Source: an optimization exercise on an open RTL-to-GDS flow (aim: small area, a short achievable clock period and few clock cycles). Production flows keep margins and buffers that such runs may drop.
Power is estimated from default activity; no workload was simulated.

## old
==> flow/design.v <==
module upe_link (
    input  wire        clk,
    input  wire        rst,
    input  wire        strict,
    input  wire        rx_valid,
    input  wire [7:0]  rx_data,
    output wire        rx_ready,
    output reg         ro_valid,
    input  wire        ro_ready,
    output reg  [1:0]  ro_kind,
    output reg  [7:0]  ro_data,
    output wire [15:0] ro_crc_calc,
    output wire [15:0] ro_crc_recv,
    input  wire        ti_valid,
    input  wire [7:0]  ti_data,
    output wire        ti_ready,
    output reg         to_valid,
    input  wire        to_ready,
    output reg  [7:0]  to_data
);
    localparam [1:0] K_BYTE  = 2'd0;
    localparam [1:0] K_FRAME = 2'd1;
    localparam [1:0] K_DROP  = 2'd2;
    function [7:0] key;
        input [3:0] i;
        begin
            case (i)
                4'd0:    key = 8'h16;
                4'd1:    key = 8'h6C;
                4'd2:    key = 8'h14;
                4'd3:    key = 8'hE6;
                4'd4:    key = 8'h2E;
                4'd5:    key = 8'h91;
                4'd6:    key = 8'h0D;
                4'd7:    key = 8'h40;
                4'd8:    key = 8'h21;
                4'd9:    key = 8'h35;
                4'd10:   key = 8'hD5;
                4'd11:   key = 8'h40;
                4'd12:   key = 8'h13;
                4'd13:   key = 8'h03;
                4'd14:   key = 8'hE9;
                default: key = 8'h80;
            endcase
        end
    endfunction
    function [15:0] crc_update;
        input [7:0]  b;
        input [15:0] crc;
        integer k;
        reg [15:0] c;
        begin
            c = crc ^ {b, 8'h00};
            for (k = 0; k < 8; k = k + 1)
                c = c[15] ? ((c << 1) ^ 16'h1021) : (c << 1);
            crc_update = c;
        end
    endfunction
    localparam [3:0] S_IDLE    = 4'b0000;
    localparam [3:0] S_SYNC2   = 4'b0001;
    localparam [3:0] S_LENHI   = 4'b0010;
    localparam [3:0] S_PAYLOAD = 4'b0011;
    localparam [3:0] S_CKLO    = 4'b0100;
    localparam [3:0] S_CKHI    = 4'b0101;
    localparam [3:0] S_FOOT1   = 4'b0110;
    localparam [3:0] S_FOOT2   = 4'b0111;
    localparam [3:0] S_LENLO   = 4'b1000;
    reg [3:0]  stage;
    reg [15:0] rcnt;
    reg [3:0]  rkidx;
    reg        rshort;
    reg [15:0] crc_calc;
    reg        ro_end;       
    reg        ro_new;       
    reg        rsk_valid;
    reg [1:0]  rsk_kind;
    reg [7:0]  rsk_data;
    assign rx_ready    = !rsk_valid && !(stage[3] && ro_end);
    assign ro_crc_calc = crc_calc;
    assign ro_crc_recv = rcnt;
    wire       rx_take  = rx_valid && rx_ready;
    wire       ro_free  = !ro_valid || ro_ready;
    wire [7:0] rx_plain = rx_data ^ key(rkidx);
    wire       crc_ok   = (crc_calc == rcnt);
    reg        rp;
    reg [1:0]  rp_kind;
    reg [7:0]  rp_data;
    always @(*) begin
        rp      = 1'b0;
        rp_kind = K_BYTE;
        rp_data = rx_plain;
        if (rx_take) begin
            case (stage)
                S_PAYLOAD: rp = 1'b1;
                S_FOOT1: begin
                    if (rx_data != 8'hDC) begin
                        rp      = 1'b1;
                        rp_kind = K_DROP;
                        rp_data = 8'd0;
                    end
                end
                S_FOOT2: begin
                    rp = 1'b1;
                    if (rx_data != 8'hBA) begin
                        rp_kind = K_DROP;
                        rp_data = 8'd0;
                    end else if (rshort) begin
                        rp_kind = K_DROP;
                        rp_data = 8'd1;
                    end else if (strict && !crc_ok) begin
                        rp_kind = K_DROP;
                        rp_data = 8'd2;
                    end else begin
                        rp_kind = K_FRAME;
                        rp_data = {7'd0, crc_ok};
                    end
                end
                default: ;
            endcase
        end
    end
    always @(posedge clk) begin
        if (ro_new)
            crc_calc <= crc_update(ro_data, crc_calc);
        if (rx_take) begin
            case (stage)
                S_LENLO: rcnt[7:0] <= rx_data;
                S_LENHI: begin
                    rcnt[15:8] <= rx_data;
                    rkidx      <= 4'd0;
                    crc_calc   <= 16'd0;
                    rshort     <= (rx_data == 8'd0) && (rcnt[7:1] == 7'd0);
                end
                S_PAYLOAD: begin
                    rcnt  <= rcnt - 16'd1;
                    rkidx <= rkidx + 4'd1;
                end
                S_CKLO: begin
                    rcnt[7:0] <= rx_plain;
                    rkidx     <= rkidx + 4'd1;
                end
                S_CKHI: rcnt[15:8] <= rx_plain;
                default: ;
            endcase
        end
        if (ro_free) begin
            if (rsk_valid) begin
                ro_kind <= rsk_kind;
                ro_data <= rsk_data;
            end else if (rp) begin
                ro_kind <= rp_kind;
                ro_data <= rp_data;
            end
        end else if (rp) begin
            rsk_kind <= rp_kind;
            rsk_data <= rp_data;
        end
        if (rst) begin
            stage     <= S_IDLE;
            ro_valid  <= 1'b0;
            ro_end    <= 1'b0;
            ro_new    <= 1'b0;
            rsk_valid <= 1'b0;
        end else begin
            if (ro_free) begin
                if (rsk_valid) begin
                    ro_valid  <= 1'b1;
                    ro_end    <= (rsk_kind != K_BYTE);
                    ro_new    <= (rsk_kind == K_BYTE);
                    rsk_valid <= 1'b0;
                end else begin
                    ro_valid <= rp;
                    ro_end   <= rp && (rp_kind != K_BYTE);
                    ro_new   <= rp && (rp_kind == K_BYTE);
                end
            end else begin
                ro_new <= 1'b0;
                if (rp)
                    rsk_valid <= 1'b1;
            end
            if (rx_take) begin
                case (stage)
                    S_IDLE:    if (rx_data == 8'hAB) stage <= S_SYNC2;
                    S_SYNC2:   stage <= (rx_data == 8'hCD) ? S_LENLO : S_IDLE;
                    S_LENLO:   stage <= S_LENHI;
                    S_LENHI:   stage <= (rx_data == 8'd0 && rcnt[7:0] == 8'd0) ?
                                        S_CKLO : S_PAYLOAD;
                    S_PAYLOAD: if (rcnt == 16'd1) stage <= S_CKLO;
                    S_CKLO:    stage <= S_CKHI;
                    S_CKHI:    stage <= S_FOOT1;
                    S_FOOT1:   stage <= (rx_data == 8'hDC) ? S_FOOT2 : S_IDLE;
                    S_FOOT2:   stage <= S_IDLE;
                    default:   stage <= S_IDLE;
                endcase
            end
        end
    end
    localparam [3:0] T_AB   = 4'b0000;
    localparam [3:0] T_CD   = 4'b0001;
    localparam [3:0] T_L0   = 4'b0010;
    localparam [3:0] T_L1   = 4'b0011;
    localparam [3:0] T_K0   = 4'b0100;
    localparam [3:0] T_K1   = 4'b0101;
    localparam [3:0] T_DC   = 4'b0110;
    localparam [3:0] T_BA   = 4'b0111;
    localparam [3:0] T_PAY  = 4'b1000;
    localparam [1:0] I_L0   = 2'b00;   
    localparam [1:0] I_L1   = 2'b01;   
    localparam [1:0] I_PAY  = 2'b10;   
    localparam [1:0] I_HOLD = 2'b11;   
    reg [3:0]  tstate;
    reg [1:0]  tin;
    reg [15:0] tcnt;
    reg [3:0]  tkidx;
    reg [15:0] tcrc;
    reg        tsk_valid;
    reg [7:0]  tsk_data;
    wire to_free = !to_valid || to_ready;
    assign ti_ready = !tin[1] || (tstate[3] && !tsk_valid);
    wire tx_take = ti_valid && ti_ready;
    reg       tg;
    reg [7:0] tg_data;
    always @(*) begin
        tg      = 1'b0;
        tg_data = 8'hAB;
        if (!tsk_valid) begin
            case (tstate)
                T_AB: begin
                    tg      = (tin != I_L0) || ti_valid;
                    tg_data = 8'hAB;
                end
                T_CD: begin
                    tg      = 1'b1;
                    tg_data = 8'hCD;
                end
                T_L0: begin
                    tg      = tin[1];
                    tg_data = tcnt[7:0];
                end
                T_L1: begin
                    tg      = tin[1];
                    tg_data = tcnt[15:8];
                end
                T_PAY: begin
                    tg      = ti_valid;
                    tg_data = ti_data ^ key(tkidx);
                end
                T_K0: begin
                    tg      = 1'b1;
                    tg_data = tcrc[7:0] ^ key(tkidx);
                end
                T_K1: begin
                    tg      = 1'b1;
                    tg_data = tcrc[15:8] ^ key(tkidx);
                end
                T_DC: begin
                    tg      = 1'b1;
                    tg_data = 8'hDC;
                end
                default: begin
                    tg      = 1'b1;
                    tg_data = 8'hBA;
                end
            endcase
        end
    end
    always @(posedge clk) begin
        if (to_free) begin
            if (tsk_valid)
                to_data <= tsk_data;
            else if (tg)
                to_data <= tg_data;
        end else if (tg) begin
            tsk_data <= tg_data;
        end
        if (tx_take && !tin[0] && !tin[1])
            tcnt[7:0] <= ti_data;
        if (tx_take && tin[0] && !tin[1])
            tcnt[15:8] <= ti_data;
        if (tg && tstate == T_L1) begin
            tkidx <= 4'd0;
            tcrc  <= 16'd0;
        end
        if (tg && tstate == T_PAY) begin
            tcrc  <= crc_update(ti_data, tcrc);
            tcnt  <= tcnt - 16'd1;
            tkidx <= tkidx + 4'd1;
        end
        if (tg && tstate == T_K0)
            tkidx <= tkidx + 4'd1;
        if (rst) begin
            tstate    <= T_AB;
            tin       <= I_L0;
            to_valid  <= 1'b0;
            tsk_valid <= 1'b0;
        end else begin
            if (to_free) begin
                to_valid  <= tsk_valid || tg;
                tsk_valid <= 1'b0;
            end else if (tg) begin
                tsk_valid <= 1'b1;
            end
            if (tx_take && tin == I_L0)
                tin <= I_L1;
            if (tx_take && tin == I_L1)
                tin <= (ti_data == 8'd0 && tcnt[7:0] == 8'd0) ? I_HOLD : I_PAY;
            if (tg) begin
                case (tstate)
                    T_AB: tstate <= T_CD;
                    T_CD: tstate <= T_L0;
                    T_L0: tstate <= T_L1;
                    T_L1: begin
                        if (tin == I_HOLD) begin
                            tin    <= I_L0;
                            tstate <= T_K0;
                        end else begin
                            tstate <= T_PAY;
                        end
                    end
                    T_PAY: begin
                        if (tcnt == 16'd1) begin
                            tin    <= I_L0;
                            tstate <= T_K0;
                        end
                    end
                    T_K0: tstate <= T_K1;
                    T_K1: tstate <= T_DC;
                    T_DC: tstate <= T_BA;
                    default: tstate <= T_AB;
                endcase
            end
        end
    end
endmodule
==> flow/config.mk <==
export PLATFORM = sky130hd
export DESIGN_NAME = upe_link
export DESIGN_NICKNAME = upe_link
export VERILOG_FILES = /design/flow/design.v
export SDC_FILE = /design/flow/constraint.sdc
export NUM_CORES = 4
export LEC_CHECK = 0
export ABC_CLOCK_PERIOD_IN_PS = 2000
export CAP_MARGIN = 20
export CORE_MARGIN = 2
export CORE_UTILIZATION = 40
export SETUP_SLACK_MARGIN = 1.5
export SLEW_MARGIN = 20
==> flow/constraint.sdc <==
create_clock -name core_clock -period 4.0 [get_ports {clk}]
set_input_delay 0.8000 -clock core_clock [delete_from_list [all_inputs] [get_ports {clk}]]
set_output_delay 0.8000 -clock core_clock [all_outputs]
set_load 0.01 [all_outputs]
standard.sh (not shown) runs the stock make flow with config.mk's settings and CLKGATE_MAP_FILE= SYNTH_SCRIPT=/design/flow/synth_recipe.tcl, a recipe that flattens the netlist after the stock synthesis.
==> flow/flow/run.sh <==
#!/bin/bash
# Standard layout, but let the resizer change a cell's footprint (so it can
# upsize gates and port buffers) and buffer the ports with buf_2.
set -euo pipefail
bash standard.sh MATCH_CELL_FOOTPRINT=0 'BUFFER_PORTS_ARGS=-buffer_cell sky130_fd_sc_hd__buf_2' finish > make_finish.log 2>&1
The following lists how new was set up differently from old:
--- a/flow/design.v
+++ b/flow/design.v
@@ -80,7 +80,9 @@
     assign ro_crc_recv = rcnt;
     wire       rx_take  = rx_valid && rx_ready;
     wire       ro_free  = !ro_valid || ro_ready;
-    wire [7:0] rx_plain = rx_data ^ key(rkidx);
+    wire [7:0]  rkey     = key(rkidx);
+    wire [7:0]  rx_plain = rx_data ^ rkey;
+    wire [15:0] crc_next = crc_update(ro_data, crc_calc);
     wire       crc_ok   = (crc_calc == rcnt);
     reg        rp;
     reg [1:0]  rp_kind;
@@ -121,7 +123,7 @@
     end
     always @(posedge clk) begin
         if (ro_new)
-            crc_calc <= crc_update(ro_data, crc_calc);
+            crc_calc <= crc_next;
         if (rx_take) begin
             case (stage)
                 S_LENLO: rcnt[7:0] <= rx_data;
@@ -218,6 +220,8 @@
     wire to_free = !to_valid || to_ready;
     assign ti_ready = !tin[1] || (tstate[3] && !tsk_valid);
     wire tx_take = ti_valid && ti_ready;
+    wire [7:0]  tkey      = key(tkidx);
+    wire [15:0] tcrc_next = crc_update(ti_data, tcrc);
     reg       tg;
     reg [7:0] tg_data;
     always @(*) begin
@@ -243,15 +247,15 @@
                 end
                 T_PAY: begin
                     tg      = ti_valid;
-                    tg_data = ti_data ^ key(tkidx);
+                    tg_data = ti_data ^ tkey;
                 end
                 T_K0: begin
                     tg      = 1'b1;
-                    tg_data = tcrc[7:0] ^ key(tkidx);
+                    tg_data = tcrc[7:0] ^ tkey;
                 end
                 T_K1: begin
                     tg      = 1'b1;
-                    tg_data = tcrc[15:8] ^ key(tkidx);
+                    tg_data = tcrc[15:8] ^ tkey;
                 end
                 T_DC: begin
                     tg      = 1'b1;
@@ -282,7 +286,7 @@
             tcrc  <= 16'd0;
         end
         if (tg && tstate == T_PAY) begin
-            tcrc  <= crc_update(ti_data, tcrc);
+            tcrc  <= tcrc_next;
             tcnt  <= tcnt - 16'd1;
             tkidx <= tkidx + 4'd1;
         end
- The flow did not stop early for new: all stages ran, and the layout cleared the timing, design-rule and antenna checks.
- [compare] base=old new=new: sum of internal, switching and leakage power moved down, setup slack up 0.11 ns, minimum period implied by the final worst setup slack fell 0.11 ns.
- Comparing old against new, there is no change at all in total number of sequential cells.
- Global-route usage came out higher on new than on old.
- Compared with old, new shows a higher met1 track demand over resource in global routing.
- The total met2 wirelength after detailed routing in new sits 5.6% above the value recorded for old.
- The lower logic gate share of total power came out of old.
- new ends up with higher sequential share of power than old does.
- On final weighted congestion of routability-driven global placement: new sits above old.
- old has lower synthesis-to-finish area growth than new.
- As far as adder-cell share of the synthesized area is concerned, new and old perform about the same.
No functional check of the RTL was part of any run of this note.

==> afterwards: timing with drivers on the ports <==
How much do the figures lean on ideal ports? The routed layouts below were timed once more, with nothing changed but the port constraints. Step 1 assumes that a clkbuf_16 drives the clock port and a buf_2 every other input. Step 2, shift: input delay + t, output delay - t, t = (earliest + latest rising clock arrival at the registers) / 2. This alone moves slack from input paths to output paths. Slacks: ideal / step 1 / step 2; pairs: ideal / step 1.
run	shift t [ns]	setup WS [ns]	hold slack, ns	pins driven straight from the clock port
old	0.462	1.441 / 1.441 / 1.149	0.536 / 0.536 / 0.536	1
new	0.469	1.551 / 1.551 / 1.223	0.482 / 0.482 / 0.482	1
After both steps every run listed still meets setup and hold. The setup slack of new, which loses most, moves by 0.000 ns with the drivers and by -0.328 ns with both steps.
